Background: an optimization exercise with open tools, aiming at small area. Do not read the settings as production practice. The RTL was checked by simulation tests, not by an equivalence proof against the original design. Power and IR drop assume default switching activity.

Design as608_fe, start of the top module:
module as608_fe (
    input  wire        clk,
    input  wire        rst,
    input  wire        bus_valid,
    input  wire        bus_we,
    input  wire [17:0] bus_addr,
    input  wire [1:0]  bus_size,      
    input  wire [31:0] bus_wdata,
    output reg  [31:0] bus_rdata,
    output reg         bus_err,
    input  wire        rx_valid,
    input  wire [7:0]  rx_data,
    output wire        tx_valid,
    output wire [7:0]  tx_data,
    input  wire        tick,
    input  wire        port_fault,
    output wire        irq
);
Settings: LEC_CHECK=0, CAP_MARGIN=20, CELL_PAD_IN_SITES_DETAIL_PLACEMENT=1, CELL_PAD_IN_SITES_GLOBAL_PLACEMENT=1, CORE_MARGIN=2, CORE_UTILIZATION=52, PLACE_DENSITY=0.62, SLEW_MARGIN=20; clock period 15.0 ns.
standard.sh (not shown) runs the stock make flow with config.mk's settings and CLKGATE_MAP_FILE= SYNTH_SCRIPT=/design/flow/synth_recipe.tcl, a recipe that flattens the netlist after the stock synthesis.
==> flow/flow/run.sh <==
#!/bin/bash
# Layout flow: ORFS synthesis with an area-oriented ABC mapping script, with
# the design's AND-OR-INVERT helper modules (as608_fe_aoi222/aoi22) kept as
# single library cells instead of being flattened into generic logic. The
# registers come out exactly as in the standard synthesis; only the
# combinational mapping differs. Then the standard layout steps, with CTS
# settings that avoid dummy loads and oversized clock buffers.
set -euo pipefail
W=$(pwd)
F=$W/flow

# synthesis script: the standard flow's own, with ORFS's synth.tcl patched
sed -e "s#^source \$::env(SCRIPTS_DIR)/synth_preamble.tcl#source \$::env(SCRIPTS_DIR)/synth_preamble.tcl\nset abc_args [lreplace \$abc_args 1 1 $F/area.abc]\nputs \"abc args: \$abc_args\"#" \
    -e "s#^hierarchy -check -top \$::env(DESIGN_NAME)#hierarchy -check -top \$::env(DESIGN_NAME)\nif {[catch {blackbox as608_fe_aoi222 as608_fe_aoi22} bbmsg]} { puts \"no cell helpers: \$bbmsg\" } else { puts \"blackboxed cell helpers\" }#" \
    -e "s#^  log_cmd abc {\*}\$abc_args#  log_cmd abc {*}\$abc_args\n  chtype -map as608_fe_aoi222 sky130_fd_sc_hd__a222oi_1 -map as608_fe_aoi22 sky130_fd_sc_hd__a22oi_1\n  catch {delete as608_fe_aoi222 as608_fe_aoi22}#" \
    "$FLOW_HOME/scripts/synth.tcl" > "$W/own_synth.tcl"
[ "$(grep -c 'lreplace\|blackboxed cell helpers\|chtype -map' "$W/own_synth.tcl")" = 3 ]
sed -e "s#^source \$::env(SCRIPTS_DIR)/synth.tcl#source $W/own_synth.tcl#" "$W/synth_recipe.tcl" > "$W/own_synth_recipe.tcl"
grep -q "own_synth.tcl" "$W/own_synth_recipe.tcl"

# the make command line of standard.sh, with our synthesis script
MK=$(grep '^make ' "$W/standard.sh")
SYNTH_MK=$(echo "$MK" | sed -e "s#SYNTH_SCRIPT=[^ ]*#SYNTH_SCRIPT=$W/own_synth_recipe.tcl#" -e 's#"\${@:-finish}"#synth#')
echo "$SYNTH_MK" > "$W/own_synth_cmd.txt"
bash -c "$SYNTH_MK" > "$W/own_synth.log" 2>&1

export CTS_ARGS="-sink_clustering_enable -repair_clock_nets -dont_use_dummy_load -buf_list sky130_fd_sc_hd__clkbuf_8 -sink_clustering_size 14 -sink_clustering_max_diameter 70"
export BUFFER_PORTS_ARGS="-buffer_cell sky130_fd_sc_hd__buf_1"
bash "$W/standard.sh" finish > "$W/own_layout.log" 2>&1
==> flow/flow/area.abc <==
strash
&get -n
&st
&syn4
&dch -f
&nf -a -R 1000 -p
&st
&syn4
&dch -f
&nf -a -R 1000 -p
&put
The baseline went through all stages and came out clean.
Next try:
==> flow/flow/area.abc (replaced) <==
strash
&get -n
&st
&dc2
&dch
&nf -a -R 1000 -p
&st
&dc2
&dch
&nf -a -R 1000 -p
&put
After rerunning: Core utilization rises by 0.38 points. Routed wire length rises by 0.98%. Global-route usage rises by 0.42 points. Register-to-register slack is worse by 0.40 ns. Total power rises by 5.4%. Clock-buffer cell count rises by 2. Worst setup slack is worse by 0.40 ns. Fmax falls by 4.1%. Clock skew rises by 0.020 ns.

---

as608_fe, a different RTL version from the one above (not shown whole).
For scale: about 4300 cells after synthesis, ~1600 flip-flops, ~65000 um^2 of cells after synthesis.
==> flow/config.mk <==
export PLATFORM = sky130hd
export DESIGN_NAME = as608_fe
export DESIGN_NICKNAME = as608_fe
export VERILOG_FILES = /design/flow/design.v
export SDC_FILE = /design/flow/constraint.sdc
export NUM_CORES = 8
export LEC_CHECK = 0
export CAP_MARGIN = 20
export CELL_PAD_IN_SITES_DETAIL_PLACEMENT = 1
export CELL_PAD_IN_SITES_GLOBAL_PLACEMENT = 1
export CORE_MARGIN = 2
export CORE_UTILIZATION = 45
export PLACE_DENSITY = 0.55
export SLEW_MARGIN = 20
==> flow/constraint.sdc <==
create_clock -name core_clock -period 15.0 [get_ports {clk}]
set_input_delay 3.0000 -clock core_clock [delete_from_list [all_inputs] [get_ports {clk}]]
set_output_delay 3.0000 -clock core_clock [all_outputs]
set_load 0.01 [all_outputs]
==> flow/flow/run.sh <==
#!/bin/bash
# Layout flow: ORFS synthesis with an area-oriented ABC mapping script, with
# the design's AND-OR-INVERT helper modules (as608_fe_aoi222/aoi22) kept as
# single library cells instead of being flattened into generic logic. The
# registers come out exactly as in the standard synthesis; only the
# combinational mapping differs. Then the standard layout steps, with CTS
# settings that avoid dummy loads and oversized clock buffers.
set -euo pipefail
W=$(pwd)
F=$W/flow

# synthesis script: the standard flow's own, with ORFS's synth.tcl patched
sed -e "s#^source \$::env(SCRIPTS_DIR)/synth_preamble.tcl#source \$::env(SCRIPTS_DIR)/synth_preamble.tcl\nset abc_args [lreplace \$abc_args 1 1 $F/area.abc]\nputs \"abc args: \$abc_args\"#" \
    -e "s#^hierarchy -check -top \$::env(DESIGN_NAME)#hierarchy -check -top \$::env(DESIGN_NAME)\nif {[catch {blackbox as608_fe_aoi222 as608_fe_aoi22} bbmsg]} { puts \"no cell helpers: \$bbmsg\" } else { puts \"blackboxed cell helpers\" }#" \
    -e "s#^  log_cmd abc {\*}\$abc_args#  log_cmd abc {*}\$abc_args\n  chtype -map as608_fe_aoi222 sky130_fd_sc_hd__a222oi_1 -map as608_fe_aoi22 sky130_fd_sc_hd__a22oi_1\n  catch {delete as608_fe_aoi222 as608_fe_aoi22}#" \
    "$FLOW_HOME/scripts/synth.tcl" > "$W/own_synth.tcl"
[ "$(grep -c 'lreplace\|blackboxed cell helpers\|chtype -map' "$W/own_synth.tcl")" = 3 ]
sed -e "s#^source \$::env(SCRIPTS_DIR)/synth.tcl#source $W/own_synth.tcl#" "$W/synth_recipe.tcl" > "$W/own_synth_recipe.tcl"
grep -q "own_synth.tcl" "$W/own_synth_recipe.tcl"

# the make command line of standard.sh, with our synthesis script
MK=$(grep '^make ' "$W/standard.sh")
SYNTH_MK=$(echo "$MK" | sed -e "s#SYNTH_SCRIPT=[^ ]*#SYNTH_SCRIPT=$W/own_synth_recipe.tcl#" -e 's#"\${@:-finish}"#synth#')
echo "$SYNTH_MK" > "$W/own_synth_cmd.txt"
bash -c "$SYNTH_MK" > "$W/own_synth.log" 2>&1

export CTS_ARGS="-sink_clustering_enable -repair_clock_nets -dont_use_dummy_load -buf_list sky130_fd_sc_hd__clkbuf_8 -sink_clustering_size 14 -sink_clustering_max_diameter 60"
export BUFFER_PORTS_ARGS="-buffer_cell sky130_fd_sc_hd__buf_1"
export RECOVER_POWER=100
bash "$W/standard.sh" finish > "$W/own_layout.log" 2>&1
==> flow/flow/area.abc <==
strash
&get -n
&st
&syn4
&dch
&nf -a -R 1000 -p
&st
&syn2
&dch
&nf -a -R 1000 -p
&put
The baseline completed, yet does not pass: max-capacitance violations, max-slew violations.
Then changed:
--- a/flow/flow/run.sh
+++ b/flow/flow/run.sh
@@ -7 +7,2 @@
-# settings that avoid dummy loads and oversized clock buffers.
+# settings that avoid dummy loads and oversized clock buffers, and larger
+# repair margins from global routing on.
@@ -29,2 +30,10 @@
-export RECOVER_POWER=100
-bash "$W/standard.sh" finish > "$W/own_layout.log" 2>&1
+# floorplan to CTS with the flow settings' repair margins
+bash "$W/standard.sh" cts > "$W/own_layout.log" 2>&1
+# global routing onwards: its repair (on global-route parasitics) aims further
+# below the max-slew and max-capacitance limits, to leave room for detours of
+# the detailed router
+FIN_MK=$(echo "$MK" | sed -e 's#CAP_MARGIN=[0-9]*#CAP_MARGIN=45#' -e 's#SLEW_MARGIN=[0-9]*#SLEW_MARGIN=45#' -e 's#"\${@:-finish}"#finish#')
+echo "$FIN_MK" > "$W/own_finish_cmd.txt"
+bash -c "$FIN_MK" > "$W/own_finish.log" 2>&1
+# write the final DEF (everything is up to date, so this only exports it)
+bash "$W/standard.sh" finish > "$W/own_export.log" 2>&1
Now the flow went through all stages and came out clean. Wire length barely changes. Hold slack is worse by 0.0066 ns. Synthesized cell count is unchanged. Power is about the same. Clock skew stays flat.
Then changed:
--- a/flow/flow/run.sh
+++ b/flow/flow/run.sh
@@ -7,2 +7 @@
-# settings that avoid dummy loads and oversized clock buffers, and larger
-# repair margins from global routing on.
+# settings that avoid dummy loads and oversized clock buffers.
@@ -30,10 +29 @@
-# floorplan to CTS with the flow settings' repair margins
-bash "$W/standard.sh" cts > "$W/own_layout.log" 2>&1
-# global routing onwards: its repair (on global-route parasitics) aims further
-# below the max-slew and max-capacitance limits, to leave room for detours of
-# the detailed router
-FIN_MK=$(echo "$MK" | sed -e 's#CAP_MARGIN=[0-9]*#CAP_MARGIN=45#' -e 's#SLEW_MARGIN=[0-9]*#SLEW_MARGIN=45#' -e 's#"\${@:-finish}"#finish#')
-echo "$FIN_MK" > "$W/own_finish_cmd.txt"
-bash -c "$FIN_MK" > "$W/own_finish.log" 2>&1
-# write the final DEF (everything is up to date, so this only exports it)
-bash "$W/standard.sh" finish > "$W/own_export.log" 2>&1
+bash "$W/standard.sh" finish > "$W/own_layout.log" 2>&1
Global-route usage stays the same.
Routed wire length is about the same.
Sequential share of layout area grows by 0.52 points.
Cell count decreases by 0.58%.
Die area does not change.
Then changed:
CORE_UTILIZATION = 52   (was 45)
PLACE_DENSITY = 0.62   (was 0.55)
Die area went down by 13%.
Cell area is about the same.
Routed wire length falls by 2.5%.

[port drivers added, routing unchanged]
Ports are ideal in the flow. The routed layouts listed here were re-timed in OpenROAD. Step 1 assumes that a clkbuf_16 drives the clock port and a buf_2 every other input. Step 2 adds t to the input delays and takes it off the output delays; t is the mean of the earliest and latest rising clock arrival at the registers after step 1. Input paths then give back, and output paths get back, about the clock's delay inside the block. Three values: no drivers, after step 1, after step 2; two values: the first two.
| run | t, ns | setup WS [ns] | worst setup path after step 2 |
|---|---|---|---|
| the first run of note 1 | 0.948 | 5.482 / 5.482 / 5.227 | input to register |
| the second run of note 1 | 0.956 | 5.078 / 5.078 / 5.078 | register to register |
| the first run of note 2 | 0.972 | 4.648 / 4.648 / 4.608 | input to register |
| the second run of note 2 | 0.974 | 6.216 / 6.140 / 6.346 | register to register |
| the third run of note 2 | 0.972 | 5.941 / 5.864 / 6.120 | register to register |
| the fourth run of note 2 | 0.981 | 5.876 / 5.876 / 5.477 | input to register |
For the fourth run of note 2, which loses most, drivers alone change the setup slack by 0.000 ns; drivers and shift together by -0.399 ns.
